From an optimization exercise on the open Yosys and OpenROAD flow, aimed at small area; shortcuts taken in it are not production practice. Function was checked by simulation only, so behaviour that the tests miss may differ from the original.

// ssc_mux
module ssc_mux #(
    parameter integer CLK_PER_MS = 16
) (
    input  wire        clk,
    input  wire        rst,          
    input  wire        bus_rd,
    input  wire        bus_wr,
    input  wire [3:0]  bus_addr,
    input  wire [31:0] bus_wdata,
    output reg  [31:0] rdata,
    output wire [7:0]  seg_out,
    output wire [7:0]  dig_act,
    output wire [63:0] dig_duty,     
    output wire        out_en
);
    localparam [3:0] A_CMD = 4'h0, A_ARG = 4'h1, A_RESULT = 4'h2, A_STATUS = 4'h3,
                     A_CONFIG = 4'h4, A_BLINK_IV = 4'h5, A_UNK_GLYPH = 4'h6,
                     A_CTRL = 4'h7, A_NOW_MS = 4'h8, A_EN_MASK = 4'h9,
                     A_BL_MASK = 4'hA, A_SEQ = 4'hB;
    localparam [7:0] OP_NOP = 8'h00, OP_INIT = 8'h01, OP_CLEAR = 8'h02, OP_REFRESH = 8'h03,
                     OP_SET_BYTE = 8'h10, OP_SET_DIGIT = 8'h11, OP_SET_CHAR = 8'h12,
                     OP_SET_SEG = 8'h13, OP_SET_INT = 8'h14, OP_SHIFT = 8'h15,
                     OP_EN_DIGIT = 8'h20, OP_BLINK_DIGIT = 8'h21, OP_EN_ALL = 8'h22,
                     OP_BLINK_ALL = 8'h23,
                     OP_GET_BYTE = 8'h30, OP_GET_SEG = 8'h31, OP_GLYPH_DIGIT = 8'h32,
                     OP_GLYPH_CHAR = 8'h33, OP_GLYPH_MINUS = 8'h34, OP_GLYPH_DOT = 8'h35,
                     OP_SEG_SET = 8'h36, OP_SEG_TEST = 8'h37, OP_INVERT = 8'h38,
                     OP_IN_RANGE = 8'h39;
    localparam [1:0] S_IDLE = 2'd0, S_SLOT = 2'd1, S_GAP = 2'd2;
  ...
For scale: ~5100 cells after synthesis, ~38000 sq um of cells after synthesis.
==> flow/config.mk <==
export PLATFORM = sky130hd
export DESIGN_NAME = ssc_mux
export DESIGN_NICKNAME = ssc_mux
export VERILOG_FILES = /design/flow/design.v
export SDC_FILE = /design/flow/constraint.sdc
export NUM_CORES = 4
export LEC_CHECK = 0
export ABC_AREA = 1
export ABC_CLOCK_PERIOD_IN_PS = 140000
export CAP_MARGIN = 20
export CORE_MARGIN = 2
export CORE_UTILIZATION = 40
export PLACE_DENSITY = 0.6
export SLEW_MARGIN = 20
export SYNTH_HIERARCHICAL = 1
==> flow/constraint.sdc <==
create_clock -name core_clock -period 140.0 [get_ports {clk}]
set_input_delay 28.0000 -clock core_clock [delete_from_list [all_inputs] [get_ports {clk}]]
set_output_delay 28.0000 -clock core_clock [all_outputs]
set_load 0.01 [all_outputs]
standard.sh (not shown) runs the stock make flow with config.mk's settings and CLKGATE_MAP_FILE= SYNTH_SCRIPT=/design/flow/synth_recipe.tcl, a recipe that flattens the netlist after the stock synthesis.
==> flow/flow/run.sh <==
#!/bin/bash
# Layout flow: the standard layout (standard.sh), except that synthesis
# runs flow/my_synth.tcl, which is synth_recipe.tcl with an area-recovering
# ABC script (flow/abc_own.script) for the final technology mapping.
# Each step's full output goes to a log file in the work folder.
set -euo pipefail
here=$(cd "$(dirname "${BASH_SOURCE[0]}")" && pwd)
sed "s#SYNTH_SCRIPT=[^ ]*#SYNTH_SCRIPT=$here/my_synth.tcl#" standard.sh > own_synth.sh
grep -q "SYNTH_SCRIPT=$here/my_synth.tcl" own_synth.sh
bash own_synth.sh synth > synth.log 2>&1
bash standard.sh > layout.log 2>&1
==> flow/flow/abc_own.script <==
strash
dch
amap
topo
==> flow/flow/my_synth.tcl <==
# The standard synthesis (synth_recipe.tcl), with one change: the final
# technology mapping runs ABC with the area-recovering script in
# abc_own.script (beside this file) in place of ORFS's abc script.
set ::own_dir [file dirname [file normalize [info script]]]
proc synth {args} { yosys synth -nofsm -noshare {*}$args }
proc abc {args} {
  set out {}
  set skip 0
  foreach a $args {
    if { $skip } { lappend out [file join $::own_dir abc_own.script]; set skip 0; continue }
    if { $a eq "-script" } { set skip 1 }
    lappend out $a
  }
  yosys abc {*}$out
}
source $::env(SCRIPTS_DIR)/synth.tcl
# left out here: clear keep_hierarchy, flatten, clean up, hide names made inside functions, write 1_2_yosys.v
==> next run, changes <==
==> flow/run.sh (new file) <==
#!/bin/bash
# synth_recipe.tcl (not shown) runs the flow's synth.tcl, then flattens the netlist and writes it again
# the make line also repeats each setting of config.mk as NAME=value (left out here)
make -C /OpenROAD-flow-scripts/flow DESIGN_CONFIG=/design/flow/config.mk WORK_HOME=/design/flow/orfs CLKGATE_MAP_FILE= SYNTH_SCRIPT=/design/flow/synth_recipe.tcl finish
removed: flow/flow/run.sh
removed: flow/flow/abc_own.script
removed: flow/flow/my_synth.tcl
removed: flow/standard.sh
What happened: The changed run ran to the end with no violations. Die area went up by 12%. Routed wire length rose by 22%. Utilization shrinks by 1.3 points. Sequential cell count does not change. Worst hold slack gets worse by 0.019 ns. Sequential share of layout area shrinks by 0.98 points.

========
ssc_mux, a different RTL version from the one above (not shown whole).
Size: about 5100 cells after synthesis, roughly 150 I/O pins, about 36000 µm² of cells after synthesis.
==> flow/config.mk <==
export PLATFORM = sky130hd
export DESIGN_NAME = ssc_mux
export DESIGN_NICKNAME = ssc_mux
export VERILOG_FILES = /design/flow/design.v
export SDC_FILE = /design/flow/constraint.sdc
export NUM_CORES = 4
export LEC_CHECK = 0
export ABC_AREA = 1
export ABC_CLOCK_PERIOD_IN_PS = 140000
export CAP_MARGIN = 20
export CORE_MARGIN = 2
export CORE_UTILIZATION = 40
export GPL_TIMING_DRIVEN = 0
export PLACE_DENSITY = 0.6
export SLEW_MARGIN = 20
export SYNTH_HIERARCHICAL = 1
==> flow/constraint.sdc <==
create_clock -name core_clock -period 140.0 [get_ports {clk}]
set_input_delay 28.0000 -clock core_clock [delete_from_list [all_inputs] [get_ports {clk}]]
set_output_delay 28.0000 -clock core_clock [all_outputs]
set_load 0.01 [all_outputs]
==> flow/flow/run.sh <==
#!/bin/bash
# Layout flow: the standard layout (standard.sh) with two changes.
#  - Synthesis runs flow/my_synth.tcl: synth_recipe.tcl with an
#    area-recovering ABC script (flow/abc_own.script) for the final
#    mapping, and full/half adders taken only from the ssc_fa cell.
#  - The port buffers that placement inserts on every input and output
#    are sky130_fd_sc_hd__buf_1 (BUFFER_PORTS_ARGS).
# Each step's full output goes to a log file in the work folder (and
# ORFS's own logs under orfs/logs).
set -euo pipefail
here=$(cd "$(dirname "${BASH_SOURCE[0]}")" && pwd)
sed "s#SYNTH_SCRIPT=[^ ]*#SYNTH_SCRIPT=$here/my_synth.tcl#" standard.sh > own_synth.sh
grep -q "SYNTH_SCRIPT=$here/my_synth.tcl" own_synth.sh
sed 's#"\${@:-finish}"#"BUFFER_PORTS_ARGS=-buffer_cell sky130_fd_sc_hd__buf_1" "${@:-finish}"#' standard.sh > own_layout.sh
grep -q "BUFFER_PORTS_ARGS" own_layout.sh
bash own_synth.sh synth > synth.log 2>&1
bash own_layout.sh > layout.log 2>&1
==> flow/flow/abc_own.script <==
strash
dch
amap
topo
==> flow/flow/my_synth.tcl <==
# The standard synthesis (synth_recipe.tcl), with one change: the final
# technology mapping runs ABC with the area-recovering script in
# abc_own.script (beside this file) in place of ORFS's abc script.
set ::own_dir [file dirname [file normalize [info script]]]
proc synth {args} { yosys synth -nofsm -noshare {*}$args }
proc abc {args} {
  set out {}
  set skip 0
  foreach a $args {
    if { $skip } { lappend out [file join $::own_dir abc_own.script]; set skip 0; continue }
    if { $a eq "-script" } { set skip 1 }
    lappend out $a
  }
  yosys abc {*}$out
}
# Full and half adders are taken only from the adder cell module (ssc_fa);
# everywhere else ABC maps the logic.
proc extract_fa {args} { yosys extract_fa {*}$args ssc_fa }
source $::env(SCRIPTS_DIR)/synth.tcl
# left out here: clear keep_hierarchy, flatten, clean up, hide names made inside functions, write 1_2_yosys.v
Next try:
CTS_BUF_LIST = sky130_fd_sc_hd__clkbuf_4 sky130_fd_sc_hd__clkbuf_8   (was unset)
Outcome: Clock-buffer cell count climbs by 31; critical path depth stays the same; die area is unchanged.

==> port drivers added, routing unchanged <==
In the flow no input, the clock included, has a driving cell. The finished layouts below were timed again as built, in two steps. Step 1: set_driving_cell puts a clkbuf_16 on clk and a buf_2 on each other input, an assumption about the parent block. Step 2, shift: input delay + t, output delay - t, t = (earliest + latest rising clock arrival at the registers) / 2. This alone moves slack from input paths to output paths. a / b / c = no drivers / after step 1 / after step 2; a / b = the first two.
| run | t, ns | setup WS [ns] | worst setup path at the end | worst slew at a driven data input, ns |
|---|---|---|---|---|
| the first run of note 1 | 0.646 | 31.636 / 31.630 / 30.984 | input to register | 0.14 |
| the second run of note 1 | 0.627 | 36.723 / 36.764 / 36.137 | input to register | 0.18 |
| the first run of note 2 | 0.661 | 30.811 / 30.819 / 30.159 | input to register | 0.13 |
| the second run of note 2 | 0.698 | 30.927 / 30.940 / 30.243 | input to register | 0.14 |
After both steps setup and hold are still met in every run listed. For the second run of note 2, which loses most, drivers alone change the setup slack by +0.013 ns; drivers and shift together by -0.684 ns.
